From an optimization exercise on the open Yosys and OpenROAD flow, aimed at small area, a short achievable clock period and few clock cycles per item; shortcuts taken in it are not production practice.
At most, simulation tests tie the RTL to the original design; equivalence was not proved.
No driver is modelled on the clock port, so clocking that relies on it looks cheaper here than on a real chip.
Power and IR drop assume default switching activity.

== run 1 ==
## sfd_rx
module sfd_rx (
    input  wire        clk,
    input  wire        rst,
    input  wire        rx_valid,
    input  wire        rx_eof,
    input  wire [7:0]  rx_byte,
    output wire        rx_ready,
    output wire        dout_valid,
    output wire [7:0]  dout_byte,
    input  wire        dout_ready,
    output wire        ctl_valid,
    output wire [15:0] ctl_seq,
    output wire [7:0]  ctl_op,
    output wire [7:0]  ctl_dest,
    output wire [7:0]  ctl_byte,
    output wire        ctl_last,
    input  wire        ctl_ready,
    output wire        tx_valid,
    output wire [7:0]  tx_byte,
    input  wire        tx_ready,
    output wire        anom_opc,
    output wire        anom_eof,
    output wire        irq
);
Settings: LEC_CHECK=0, CAP_MARGIN=20, CORE_MARGIN=2, CORE_UTILIZATION=40, CTS_CLUSTER_DIAMETER=80, CTS_CLUSTER_SIZE=30, PLACE_DENSITY=0.6, SETUP_SLACK_MARGIN=4.0, SLEW_MARGIN=20; clock period 6.0 ns.
run.sh (not shown) runs the stock make flow with config.mk's settings and CLKGATE_MAP_FILE= SYNTH_SCRIPT=/design/flow/synth_recipe.tcl, a recipe that flattens the netlist after the stock synthesis.
Testbench counts of run 1, summed over its fixed seeds: cycles 35,278, bytes 35,116.
For run 2, these inputs were changed with respect to run 1:
# run 1
export LEC_CHECK = 0
export CAP_MARGIN = 20
export CORE_MARGIN = 2
export CORE_UTILIZATION = 40
export CTS_CLUSTER_DIAMETER = 80
export CTS_CLUSTER_SIZE = 30
export PLACE_DENSITY = 0.6
export SETUP_SLACK_MARGIN = 4.0
export SLEW_MARGIN = 20
create_clock -name core_clock -period 6.0 [get_ports {clk}]
# run 2
export LEC_CHECK = 0
export CAP_MARGIN = 20
export CORE_MARGIN = 2
export CORE_UTILIZATION = 60
export CTS_CLUSTER_DIAMETER = 80
export CTS_CLUSTER_SIZE = 30
export PLACE_DENSITY = 0.75
export SETUP_SLACK_MARGIN = 3.8
export SLEW_MARGIN = 20
create_clock -name core_clock -period 6.0 [get_ports {clk}]
==> flow/flow/run.sh (new file) <==
#!/bin/bash
set -euo pipefail
bash standard.sh \
  'CTS_ARGS=-sink_clustering_size 30 -sink_clustering_max_diameter 80 -repair_clock_nets' \
  'BUFFER_PORTS_ARGS=-buffer_cell sky130_fd_sc_hd__buf_2' \
  finish > standard.log 2>&1
==> flow/standard.sh (new file) <==
#!/bin/bash
# synth_recipe.tcl (not shown) runs the flow's synth.tcl, then flattens the netlist and writes it again
# the make line also repeats each setting of config.mk as NAME=value (left out here)
make -C /OpenROAD-flow-scripts/flow DESIGN_CONFIG=/design/flow/config.mk WORK_HOME=/design/flow/orfs CLKGATE_MAP_FILE= SYNTH_SCRIPT=/design/flow/synth_recipe.tcl "${@:-finish}"
removed: flow/run.sh
==> comparison <==
Run 2 went all the way through the flow, and no timing, DRC or antenna check failed.
Changes observed in run 2 relative to run 1: switching fraction of total power lost 1.0 points; clock-buffer cell count picked up an extra 5; layout cell share with drive strength beyond 1 lost 5.5 points.
Against run 1, run 2 comes in 4 higher on clock buffer count from CTS.
The core of run 2 is more densely filled than that of run 1.
Diff run 2..run 1 | number of max-capacitance violations reported | unchanged
Internal power component for run 2 is higher than for run 1.
Run 2 vs run 1 on share of power burned in the clock network: run 2 is the higher one.
The number of global-route vias before repair in run 2 was higher than what run 1 gave.
Run 2 vs run 1 — sum of internal, switching and leakage power rose 8.8%.
Here is what was changed in the inputs of run 3 compared with run 2.
# run 2
export LEC_CHECK = 0
export CAP_MARGIN = 20
export CORE_MARGIN = 2
export CORE_UTILIZATION = 60
export CTS_CLUSTER_DIAMETER = 80
export CTS_CLUSTER_SIZE = 30
export PLACE_DENSITY = 0.75
export SETUP_SLACK_MARGIN = 3.8
export SLEW_MARGIN = 20
create_clock -name core_clock -period 6.0 [get_ports {clk}]
# run 3
export LEC_CHECK = 0
export CAP_MARGIN = 20
export CORE_MARGIN = 2
export CORE_UTILIZATION = 40
export CTS_CLUSTER_DIAMETER = 80
export CTS_CLUSTER_SIZE = 30
export PLACE_DENSITY = 0.6
export SETUP_SLACK_MARGIN = 3.8
export SLEW_MARGIN = 20
create_clock -name core_clock -period 6.0 [get_ports {clk}]
==> flow/run.sh (new file) <==
#!/bin/bash
# synth_recipe.tcl (not shown) runs the flow's synth.tcl, then flattens the netlist and writes it again
# the make line also repeats each setting of config.mk as NAME=value (left out here)
make -C /OpenROAD-flow-scripts/flow DESIGN_CONFIG=/design/flow/config.mk WORK_HOME=/design/flow/orfs CLKGATE_MAP_FILE= SYNTH_SCRIPT=/design/flow/synth_recipe.tcl finish
removed: flow/flow/run.sh
removed: flow/standard.sh
--- outcome ---
- Detailed route wirelength on metal3 (higher): run 2
- Final critical path time including I/O delays and setup in run 3 vs run 2: up 0.040 ns
- Compared with run 2, in run 3 tightest hold margin now sits higher; wire length rose about 1.1%.
### run 3 -> run 4
# run 3
export LEC_CHECK = 0
export CAP_MARGIN = 20
export CORE_MARGIN = 2
export CORE_UTILIZATION = 40
export CTS_CLUSTER_DIAMETER = 80
export CTS_CLUSTER_SIZE = 30
export PLACE_DENSITY = 0.6
export SETUP_SLACK_MARGIN = 3.8
export SLEW_MARGIN = 20
create_clock -name core_clock -period 6.0 [get_ports {clk}]
# run 4
export LEC_CHECK = 0
export CAP_MARGIN = 20
export CORE_MARGIN = 2
export CORE_UTILIZATION = 60
export CTS_CLUSTER_DIAMETER = 80
export CTS_CLUSTER_SIZE = 30
export PLACE_DENSITY = 0.75
export SETUP_SLACK_MARGIN = 3.8
export SLEW_MARGIN = 20
create_clock -name core_clock -period 6.0 [get_ports {clk}]
## What came out
Post-route worst setup slack delta (run 4 − run 3): favourable. On run 4: met1 track utilization from global routing is 8.1 points higher than what run 3 gave. NOTE power run 3->run 4 decreased by a few percent.
#### Input delta (run 5 over run 4)
# run 4
export LEC_CHECK = 0
export CAP_MARGIN = 20
export CORE_MARGIN = 2
export CORE_UTILIZATION = 60
export CTS_CLUSTER_DIAMETER = 80
export CTS_CLUSTER_SIZE = 30
export PLACE_DENSITY = 0.75
export SETUP_SLACK_MARGIN = 3.8
export SLEW_MARGIN = 20
create_clock -name core_clock -period 6.0 [get_ports {clk}]
# run 5
export LEC_CHECK = 0
export CAP_MARGIN = 20
export CORE_MARGIN = 2
export CORE_UTILIZATION = 40
export CTS_CLUSTER_DIAMETER = 80
export CTS_CLUSTER_SIZE = 30
export PLACE_DENSITY = 0.6
export SETUP_SLACK_MARGIN = 3.6
export SLEW_MARGIN = 20
create_clock -name core_clock -period 6.0 [get_ports {clk}]
Notes after the runs:
- Every stage of the flow completed for run 5, and the final layout passed the timing, DRC and antenna checks.
- Taking run 4 over run 5, the average wire per standard cell ratio works out to 1.08.
- Compared with run 4, in run 5 sequential cell area share dropped 1.5 points, setup slack went down by 0.28 ns.

========
Another version of the RTL of sfd_rx (not shown whole).
Size: about 770 cells after synthesis, about 190 flip-flops, about 79 I/O pins, about 8800 um2 of cells after synthesis.
make LEC_CHECK=0 CAP_MARGIN=20 CORE_MARGIN=2 CORE_UTILIZATION=40 PLACE_DENSITY=0.6 SLEW_MARGIN=20 finish   # period 6.0 ns
Stock flow here: none of the scripts above is used.
Then changed:
Settings changed: SETUP_SLACK_MARGIN set to 3.5.
The new run finished with timing, DRC and antenna clean.
Power shrinks by 2.6%.
Routed wire length grows by 11%.
Setup slack improves by 1.2 ns.
Clock skew grows by 0.0040 ns.
No run of this note included a check of the RTL's function; only the layout flow was run.

========
Another version of the RTL of sfd_rx (not shown whole).
Size in the first run: ~210 flip-flops, roughly 0.0086 mm² of cells after synthesis.
## sfd_rx
module sfd_rx (
    input  wire        clk,
    input  wire        rst,
    input  wire        rx_valid,
    input  wire        rx_eof,
    input  wire [7:0]  rx_byte,
    output wire        rx_ready,
    output wire        dout_valid,
    output wire [7:0]  dout_byte,
    input  wire        dout_ready,
    output wire        ctl_valid,
    output wire [15:0] ctl_seq,
    output wire [7:0]  ctl_op,
    output wire [7:0]  ctl_dest,
    output wire [7:0]  ctl_byte,
    output wire        ctl_last,
    input  wire        ctl_ready,
    output wire        tx_valid,
    output wire [7:0]  tx_byte,
    input  wire        tx_ready,
    output wire        anom_opc,
    output wire        anom_eof,
    output wire        irq
);
    localparam [7:0] MARKER       = 8'h1B;
    localparam [7:0] LIT_SENTINEL = 8'h1C;
    localparam [7:0] OP_DATA      = 8'h44;
    localparam [7:0] OP_ACK       = 8'h41;
    localparam [3:0] ST_RD = 4'd10;
    localparam [1:0] DS_NORMAL = 2'd0;
    localparam [1:0] DS_SAW1   = 2'd1;
    localparam [1:0] DS_SAW2   = 2'd2;
    function in_catalog(input [7:0] op);
        case (op)
            8'h01, 8'h02, 8'h10, 8'h11, 8'h12, 8'h13, 8'h14, 8'h15,
            8'h16, 8'h17, 8'h18, 8'h20, 8'h21, 8'h22, 8'h23,
            OP_ACK, OP_DATA: in_catalog = 1'b1;
            default:         in_catalog = 1'b0;
        endcase
    endfunction
    reg         rdy;             
    reg         ok_r;            
    reg         sv;              
    reg  [7:0]  sb;
    reg         sb_mk;           
    reg         sb_s;            
    reg         sb_z;            
  ...
Settings: LEC_CHECK=0, CAP_MARGIN=20, CORE_MARGIN=2, CORE_UTILIZATION=60, CTS_CLUSTER_DIAMETER=80, CTS_CLUSTER_SIZE=30, PLACE_DENSITY=0.75, SETUP_SLACK_MARGIN=3.8, SLEW_MARGIN=20; clock period 6.0 ns.
standard.sh (not shown) runs the stock make flow with config.mk's settings and CLKGATE_MAP_FILE= SYNTH_SCRIPT=/design/flow/synth_recipe.tcl, a recipe that flattens the netlist after the stock synthesis.
==> flow/flow/run.sh <==
#!/bin/bash
set -euo pipefail
here=$(pwd)
bash standard.sh \
  'CTS_ARGS=-clk_nets clk' \
  "PRE_CTS_TCL=$here/flow/clock_tree.tcl" \
  finish > standard.log 2>&1
==> flow/flow/clock_tree.tcl <==
# Sourced by ORFS's cts.tcl before clock_tree_synthesis (PRE_CTS_TCL).
# Builds a two-level clock tree by hand: the clock port drives one root
# clkbuf_16, which drives one clkbuf_16 per cluster of nearby flip-flops.
# Clusters come from k-means on the placed flip-flop positions, about 28
# flip-flops each, so every leaf buffer sees a similar load and every
# flip-flop the same two buffers. clock_tree_synthesis is then told to
# look only at the port net, which has one sink, so it adds nothing.
set block [ord::get_db_block]
set clknet [$block findNet clk]
set sinks [$clknet getITerms]
set n [llength $sinks]
set K [expr {max(1, int(ceil($n / 28.0)))}]
puts "manual clock tree: $n sinks, $K leaf buffers"

set pts {}
foreach it $sinks {
  set b [[$it getInst] getBBox]
  lappend pts [list [expr {([$b xMin] + [$b xMax]) / 2.0}] [expr {([$b yMin] + [$b yMax]) / 2.0}]]
}
set srt [lsort -real -index 0 $pts]
set cent {}
for {set k 0} {$k < $K} {incr k} {
  lappend cent [lindex $srt [expr {int(($k + 0.5) * $n / $K)}]]
}
for {set iter 0} {$iter < 40} {incr iter} {
  set asg {}
  foreach p $pts {
    set best 0
    set bd 1e30
    for {set k 0} {$k < $K} {incr k} {
      set c [lindex $cent $k]
      set dd [expr {abs([lindex $p 0] - [lindex $c 0]) + abs([lindex $p 1] - [lindex $c 1])}]
      if {$dd < $bd} { set bd $dd; set best $k }
    }
    lappend asg $best
  }
  set nc {}
  for {set k 0} {$k < $K} {incr k} {
    set sx 0.0; set sy 0.0; set cnt 0
    foreach p $pts a $asg {
      if {$a == $k} { set sx [expr {$sx + [lindex $p 0]}]; set sy [expr {$sy + [lindex $p 1]}]; incr cnt }
    }
    if {$cnt} { lappend nc [list [expr {$sx / $cnt}] [expr {$sy / $cnt}]] } else { lappend nc [lindex $cent $k] }
  }
  set cent $nc
}

set master [[ord::get_db] findMaster sky130_fd_sc_hd__clkbuf_16]
set root [odb::dbInst_create $block $master clkbuf_root]
set rootnet [odb::dbNet_create $block clknet_root]
$rootnet setSigType CLOCK
set sx 0.0; set sy 0.0
foreach c $cent { set sx [expr {$sx + [lindex $c 0]}]; set sy [expr {$sy + [lindex $c 1]}] }
$root setLocation [expr {int($sx / $K)}] [expr {int($sy / $K)}]
$root setPlacementStatus PLACED
for {set k 0} {$k < $K} {incr k} {
  set bi [odb::dbInst_create $block $master clkbuf_leaf_$k]
  set net [odb::dbNet_create $block clknet_leaf_$k]
  $net setSigType CLOCK
  set c [lindex $cent $k]
  $bi setLocation [expr {int([lindex $c 0])}] [expr {int([lindex $c 1])}]
  $bi setPlacementStatus PLACED
  [$bi findITerm A] connect $rootnet
  [$bi findITerm X] connect $net
  set cnt 0
  foreach it $sinks a $asg {
    if {$a == $k} { $it disconnect; $it connect $net; incr cnt }
  }
  puts "leaf $k: $cnt flip-flops"
}
[$root findITerm A] connect $clknet
[$root findITerm X] connect $rootnet
set_propagated_clock [all_clocks]
Testbench counts at the start, summed over its fixed seeds: cycles 35,278, bytes 35,116.
Change:
--- a/flow/flow/run.sh
+++ b/flow/flow/run.sh
@@ -6,0 +7 @@
+  'BUFFER_PORTS_ARGS=-buffer_cell sky130_fd_sc_hd__buf_2' \
--- a/flow/flow/clock_tree.tcl
+++ b/flow/flow/clock_tree.tcl
@@ -4 +4 @@
-# Clusters come from k-means on the placed flip-flop positions, about 28
+# Clusters come from k-means on the placed flip-flop positions, about 22
@@ -12 +12 @@
-set K [expr {max(1, int(ceil($n / 28.0)))}]
+set K [expr {max(1, int(ceil($n / 22.0)))}]
Result:
- The new run completed without violations
- power grows by about 2.5%
- die area does not change
- synthesized cell count does not change
- critical path depth grows by 4
- final area shrinks by 2.1%
- wire length shrinks by 0.81%
- setup slack improves by 0.011 ns
- core utilization shrinks by 1.5 points

========
lane 1:
Starting RTL as in the previous note.
==> flow/config.mk <==
export PLATFORM = sky130hd
export DESIGN_NAME = sfd_rx
export DESIGN_NICKNAME = sfd_rx
export VERILOG_FILES = /design/flow/design.v
export SDC_FILE = /design/flow/constraint.sdc
export NUM_CORES = 4
export LEC_CHECK = 0
export CAP_MARGIN = 20
export CORE_MARGIN = 2
export CORE_UTILIZATION = 40
export PLACE_DENSITY = 0.6
export SETUP_SLACK_MARGIN = 3.5
export SLEW_MARGIN = 20
==> flow/constraint.sdc <==
create_clock -name core_clock -period 6.0 [get_ports {clk}]
set_input_delay 1.2000 -clock core_clock [delete_from_list [all_inputs] [get_ports {clk}]]
set_output_delay 1.2000 -clock core_clock [all_outputs]
set_load 0.01 [all_outputs]
run.sh (not shown) runs the stock make flow with config.mk's settings and CLKGATE_MAP_FILE= SYNTH_SCRIPT=/design/flow/synth_recipe.tcl, a recipe that flattens the netlist after the stock synthesis.
Stock flow here: none of the scripts above is used.
Testbench counts of lane 1, summed over its fixed seeds: cycles 35,278, bytes 35,116.
> inputs changed (lane 1 -> lane 2)
Settings: SETUP_SLACK_MARGIN now 4.0, was 3.5; CTS_CLUSTER_DIAMETER now 80, previously not set; CTS_CLUSTER_SIZE now 30, previously not set.
Results
Summary of lane 2 over lane 1: routing usage on met2 roughly the same; post-route clock period utilization went down by 2.9 points; count of vias placed by the detailed router increased by 2.6% relative to the old numbers.
Lane 2 gives less source-to-sink clock delay at the later pin of the worst-skew pair than lane 1 did.
On internal reg-to-reg setup slack, lane 1 loses to lane 2.
Across both runs, clock network area share was lower for lane 2 than for lane 1.
As of lane 2, final cell count without fillers had risen by a few percent compared to lane 1.
When lane 2 is measured against lane 1, its sequential standard cell area turns out about 0.6% higher.
The worst slack on hold paths reported for lane 2 is greater than that of lane 1 by 0.011 ns.
Compared with lane 1, lane 2 is more frugal on power.
Input changes introduced in lane 3 (baseline for comparison: lane 2):
Settings: SETUP_SLACK_MARGIN changed from 4.0 to 3.8; CORE_UTILIZATION changed from 40 to 70; PLACE_DENSITY changed from 0.6 to 0.8.
## What came out
Delta (lane 3 minus lane 2): routed wire length fell about 4.5%; non-clock buffer count fell by 32; multi-input logic area fell 4.1%. Lane 2 has lower count of clock-buffer cells in the layout than lane 3. Between lane 2 and lane 3, the via count normalized by instance count is higher for lane 3. Going from lane 2 to lane 3, total of cells resized after clock tree synthesis shrank by more than 10%. Looking at slowest cell on the critical path, the sky130_fd_sc_hd__clkdlybuf4s50_1 result is from lane 3; the sky130_fd_sc_hd__edfxtp_1 one comes from lane 2. Lane 3 ends up with lower final standard cell area without fillers than lane 2 does. Compared with lane 2, lane 3 improves total die area. Lane 3 vs. lane 2: relative area of clock buffers and inverters in the final design went down by 0.31 points, final standard cell utilization of the core went up by 32 points, peak per-stage delay on the critical path up 0.06 ns.
Setup changes, lane 3 to lane 4
Settings: a change of CTS_CLUSTER_SIZE from 30 to 25; a change of SETUP_SLACK_MARGIN from 3.8 to 4.0; a change of CORE_UTILIZATION from 70 to 40; a change of CTS_CLUSTER_DIAMETER from 80 to 60; a change of PLACE_DENSITY from 0.8 to 0.6.
==> comparison <==
Lane 3 vs lane 4, timing startpoint of the critical path: tx_ready vs hdr_seq[8]
Lane 4 | status: complete | timing, DRC, antenna: pass
Taking lane 3 as the reference point, the tap cell instance count of lane 4 rises by 128.
Total routed wirelength | lane 4 above lane 3
Number of ordinary and repair buffers in the finished layout in lane 4 is 25% above lane 3.
Lane 3 reports its critical path's slowest cell as sky130_fd_sc_hd__clkdlybuf4s50_1 while lane 4 reports sky130_fd_sc_hd__edfxtp_1.

==> afterwards: timing with drivers on the ports <==
The flow's constraints put no driver on any port. The routed layouts listed below were extracted and timed again, unchanged, in two steps.
Step 1, drivers: a clkbuf_16 drives clk and a buf_2 each remaining input, both assumed.
Step 2, shift: input delay + t, output delay - t, t = (earliest + latest rising clock arrival at the registers) / 2. This alone moves slack from input paths to output paths.
a / b / c = no drivers / after step 1 / after step 2; a / b = the first two.
run | t (ns) | setup WS [ns] | latest minus earliest clock arrival (ns)
run 1 | 0.519 | 3.723 / 3.676 / 3.551 | 0.021 / 0.020
run 2 | 0.476 | 3.760 / 3.717 / 3.528 | 0.010 / 0.010
run 3 | 0.516 | 3.721 / 3.676 / 3.393 | 0.022 / 0.023
run 4 | 0.494 | 3.752 / 3.709 / 3.380 | 0.016 / 0.016
run 5 | 0.520 | 3.467 / 3.422 / 3.228 | 0.041 / 0.041
the first run of note 2 | 0.474 | 1.370 / 1.370 / 1.370 | 0.015 / 0.015
the second run of note 2 | 0.480 | 2.522 / 2.522 / 2.353 | 0.018 / 0.017
the first run of note 3 | 0.431 | 3.794 / 3.754 / 3.457 | 0.033 / 0.033
the second run of note 3 | 0.448 | 3.806 / 3.780 / 3.534 | 0.031 / 0.032
lane 1 | 0.540 | 3.546 / 3.524 / 3.029 | 0.012 / 0.013
lane 2 | 0.521 | 3.723 / 3.675 / 3.464 | 0.020 / 0.020
lane 3 | 0.492 | 3.740 / 3.703 / 3.263 | 0.029 / 0.029
lane 4 | 0.526 | 3.727 / 3.680 / 3.478 | 0.031 / 0.031
After both steps every run listed still meets setup and hold. The setup slack of lane 1, which loses most, moves by -0.022 ns with the drivers and by -0.517 ns with both steps.
